Context: an optimization exercise on an open-source flow, tuned for small area, a short achievable clock period and few clock cycles. The choices shown serve that exercise and are no tape-out recipe. Function was checked by simulation only, so behaviour that the tests miss may differ from the original. No activity file was given, so power comes from the tool's default toggle rates.

Design gfce, start of the top module:
module gfce (
    input  wire        clk,
    input  wire        rst,
    input  wire        cmd_valid,
    input  wire [63:0] cmd_data,
    output wire        cmd_rsp_valid,
    output wire [63:0] cmd_rsp_data,
    input  wire        cfg_valid,
    input  wire [63:0] cfg_data,
    output wire        cfg_rsp_valid,
    output wire [63:0] cfg_rsp_data,
    output wire        mem_rd_en,
    output wire [31:0] mem_rd_addr,
    input  wire [7:0]  mem_rd_data,
    output wire        mem_wr_en,
    output wire [31:0] mem_wr_addr,
    output wire [7:0]  mem_wr_data
);
    localparam OP_STRMCFG   = 8'h01;
    localparam OP_STRMFREE  = 8'h02;
    localparam OP_NEGOTIATE = 8'h03;
    localparam OP_PROCESS   = 8'h04;
    localparam OP_CONFIGURE = 8'h05;
    localparam OP_RBSET     = 8'h06;
    localparam OP_RBGET     = 8'h07;
    localparam OP_RBADVR    = 8'h08;
    localparam OP_RBADVW    = 8'h09;
    localparam OP_GETST     = 8'h0A;
    localparam OP_GETGAIN   = 8'h0B;
    localparam RC_OK       = 3'd0;
    localparam RC_UNSUP    = 3'd1;
  ...
Size: about 6300 cells after synthesis.
export LEC_CHECK = 0
export CAP_MARGIN = 20
export CORE_MARGIN = 2
export CORE_UTILIZATION = 55
export CTS_BUF_LIST = sky130_fd_sc_hd__clkbuf_16 sky130_fd_sc_hd__clkbuf_8
export CTS_CLUSTER_DIAMETER = 70
export CTS_CLUSTER_SIZE = 25
export PLACE_DENSITY = 0.7
export SLEW_MARGIN = 20
create_clock -name core_clock -period 30.0 [get_ports {clk}]
standard.sh (not shown) runs the stock make flow with config.mk's settings and CLKGATE_MAP_FILE= SYNTH_SCRIPT=/design/flow/synth_recipe.tcl, a recipe that flattens the netlist after the stock synthesis.
==> flow/flow/run.sh <==
#!/bin/bash
# Layout: the standard flow (standard.sh, with its unchanged standard
# synthesis) with two layout choices:
#  - the port buffers are sky130_fd_sc_hd__buf_2 instead of the default pick
#    (a slow delay buffer);
set -euo pipefail
bash standard.sh \
  "BUFFER_PORTS_ARGS=-buffer_cell sky130_fd_sc_hd__buf_2" \
  "SETUP_SLACK_MARGIN=22.6" \
  finish > standard.log 2>&1
Testbench counts at the start, summed over its fixed seeds: cycles 136,304.
Next try:
--- a/flow/design.v
+++ b/flow/design.v
@@ -67,37 +67,35 @@
     reg        resolved;
     reg [31:0] r_addr [0:1];
     reg [31:0] r_end  [0:1];
     reg [31:0] r_rptr [0:1];
     reg [31:0] r_wptr [0:1];
     reg        running;           
     reg        adv_busy;          
     reg [1:0]  adv_st;            
     reg        adv_fin;           
-    reg        adv_wb;            
     reg        adv_ring, adv_w;
     wire [32:0] adv_sum;          
     reg [32:0] adv_d;             
     reg [5:0]  adv_cnt;
     reg        crv, frv;
     reg [2:0]  crc;
     reg [31:0] crd;
     reg        fr3, fr4;
     reg        rd_en, wr_en;
     reg [7:0]  wr_data;
     reg        rd_act;
     reg [1:0]  rd_pos;
     reg [2:0]  rd_ch;
     wire [31:0] rd_frm = adv_d[31:0];    
     reg        v1, bv;
     reg [7:0]  bq;
     reg [1:0]  mac_j;
-    reg        mac_lastq;         
     reg [2:0]  mac_ch;
     reg [39:0] acc;
     assign adv_sum = acc[32:0];
     reg        sticky;
     reg        fin;
     reg [23:0] wr_sr;
     reg [1:0]  wr_left;
     assign mem_rd_en     = rd_en;
     assign mem_rd_addr   = r_rptr[0];
@@ -324,36 +322,34 @@
             au_x   = {1'b0, ring_field};
         end else if (adv_st == 2'd2) begin
             au_y   = {adv_d[31:0], 1'b0};
         end else if (adv_st == 2'd3) begin
             au_y   = adv_d;
         end
     end
     wire [33:0] au_out  = {1'b0, au_x} + {1'b0, au_y ^ {33{au_sub}}} + {33'd0, au_sub};
     wire        au_ge   = au_out[33];           
-    wire        adv_last = adv_busy & adv_wb;
-    wire        adv_swe  = do_adv | (adv_busy & ~adv_fin & ((adv_st == 2'd0) | ((adv_st == 2'd3) & au_ge))) |
-                           (adv_busy & adv_fin & ~adv_wb);
-    wire [31:0] adv_res  = adv_sum[31:0];
+    wire        adv_last = adv_busy & adv_fin;
+    wire        adv_swe  = do_adv | (adv_busy & ((adv_st == 2'd0) | ((adv_st == 2'd3) & au_ge)));
+    wire [31:0] adv_res  = au_out[31:0];
     always @(posedge clk) begin
         if (rst) begin
             adv_busy <= 1'b0;
         end else if (do_adv) begin
             adv_busy <= 1'b1;
         end else if (adv_last) begin
             adv_busy <= 1'b0;
         end
         if (do_adv) begin
             adv_ring <= c_a[0];
             adv_w    <= c_op[0];
             adv_st   <= 2'd0;
             adv_fin  <= 1'b0;
-            adv_wb   <= 1'b0;
             adv_cnt  <= 6'd0;
         end else if (adv_busy) begin
             case (adv_st)
             2'd0: begin
                 adv_st  <= 2'd1;
             end
             2'd1: begin
                 adv_st  <= 2'd2;
             end
@@ -362,20 +358,18 @@
                     adv_cnt <= adv_cnt + 6'd1;
                 end else begin
                     adv_st  <= 2'd3;
                 end
             end
             default: begin
                 adv_cnt <= adv_cnt - 6'd1;
                 if (adv_cnt == 6'd0)
                     adv_fin <= 1'b1;
-                if (adv_fin)
-                    adv_wb  <= 1'b1;
             end
             endcase
         end
     end
     wire rd_slot_end = rd_pos == slot_last;
     wire rd_ch_end   = rd_ch == channels - 4'd1;
     wire rd_frm_end  = rd_frm == 32'd1;
     wire rd_all_end  = rd_slot_end & rd_ch_end & rd_frm_end;
     reg        rd_act_n;
@@ -416,46 +410,43 @@
             adv_d <= {1'b0, dec32(rd_frm)};
         else if (adv_busy && adv_st == 2'd1)
             adv_d <= au_out[32:0];
         else if (adv_busy && adv_st == 2'd2 && au_ge && !adv_d[32])
             adv_d <= {adv_d[31:0], 1'b0};
         else if (adv_busy && adv_st == 2'd3)
             adv_d <= {1'b0, adv_d[32:1]};
     end
     wire        mac_first = mac_j == 2'd0;
-    wire        mac_last  = mac_lastq;
+    wire        mac_last  = mac_j == mac_lastb;
     wire        mac_use   = bv && (mac_j <= mac_lastb);
     reg  [30:0] mac_m;
     wire signed [8:0]  mac_b = {mac_last & bq[7], bq};
     wire signed [40:0] mac_p = mac_b * $signed({1'b0, mac_m});
     wire [39:0] mac_base  = mac_first ? 40'd0 : {8'd0, acc[39:8]};
     wire [39:0] mac_sum   = mac_base + mac_p[39:0];
     wire [1:0]  mac_jlast = rd_lastb;
-    wire [1:0]  mac_j_nxt = (mac_j == mac_jlast) ? 2'd0 : mac_j + 2'd1;
     always @(posedge clk) begin
         if (rst) begin
             v1  <= 1'b0;
             bv  <= 1'b0;
             fin <= 1'b0;
         end else begin
             v1  <= rd_en;
             bv  <= v1;
             fin <= mac_use && mac_last;
         end
         bq <= mem_rd_data;
         if (do_proc) begin
             mac_j  <= 2'd0;
-            mac_lastq <= 1'b0;
             mac_ch <= 3'd0;
             mac_m  <= g_rd;
         end else if (bv) begin
-            mac_j <= mac_j_nxt;
-            mac_lastq <= mac_j_nxt == mac_lastb;
+            mac_j <= (mac_j == mac_jlast) ? 2'd0 : mac_j + 2'd1;
             if (mac_use && mac_last) begin
                 mac_ch <= mac_ch_nxt;
                 mac_m  <= g_rd;
             end
         end
         if (mac_use) begin
             acc    <= mac_sum;
             sticky <= mac_first ? 1'b0 : (sticky | (acc[7:0] != 8'd0));
         end else if (adv_swe) begin
After rerunning: The changed run produced a clean layout. Worst setup slack gains 0.032 ns. Non-clock buffer count grows by 1. Die area went down by 1.3%. Area after synthesis decreases by about 1.3%. Via count shrinks by about 1.5%. Wire length drops by 6.6%. Cell count decreases by about 1.1%. Sequential power is about the same. Power decreases by 1.1%. First-iteration DRC count goes down by 10%. Sequential share of layout area went up by 0.33 points. Count of clock-buffer cells in the layout grows by 4. Cell area decreases by 0.97%.
Testbench counts after the change, summed over its fixed seeds: cycles 135,742.

==> static timing again, ports no longer ideal <==
In the flow no input, the clock included, has a driving cell. The finished layouts below were timed again as built, in two steps.
Step 1: set_driving_cell puts a clkbuf_16 on clk and a buf_2 on each other input, an assumption about the parent block.
Step 2 times the ports against the registers' clock, not the clock port: input delays grow and output delays shrink by t, the midpoint of the rising clock arrivals with the driver on.
Slacks: ideal / step 1 / step 2; pairs: ideal / step 1.
| run | t (ns) | setup WS [ns] | slew at the worst register clock pin (ns) |
|---|---|---|---|
| the first run | 0.780 | 22.595 / 22.512 / 22.650 | 0.10 / 0.10 |
| the second run | 0.773 | 22.627 / 22.544 / 22.724 | 0.10 / 0.10 |
After both steps setup and hold are still met in every run listed.
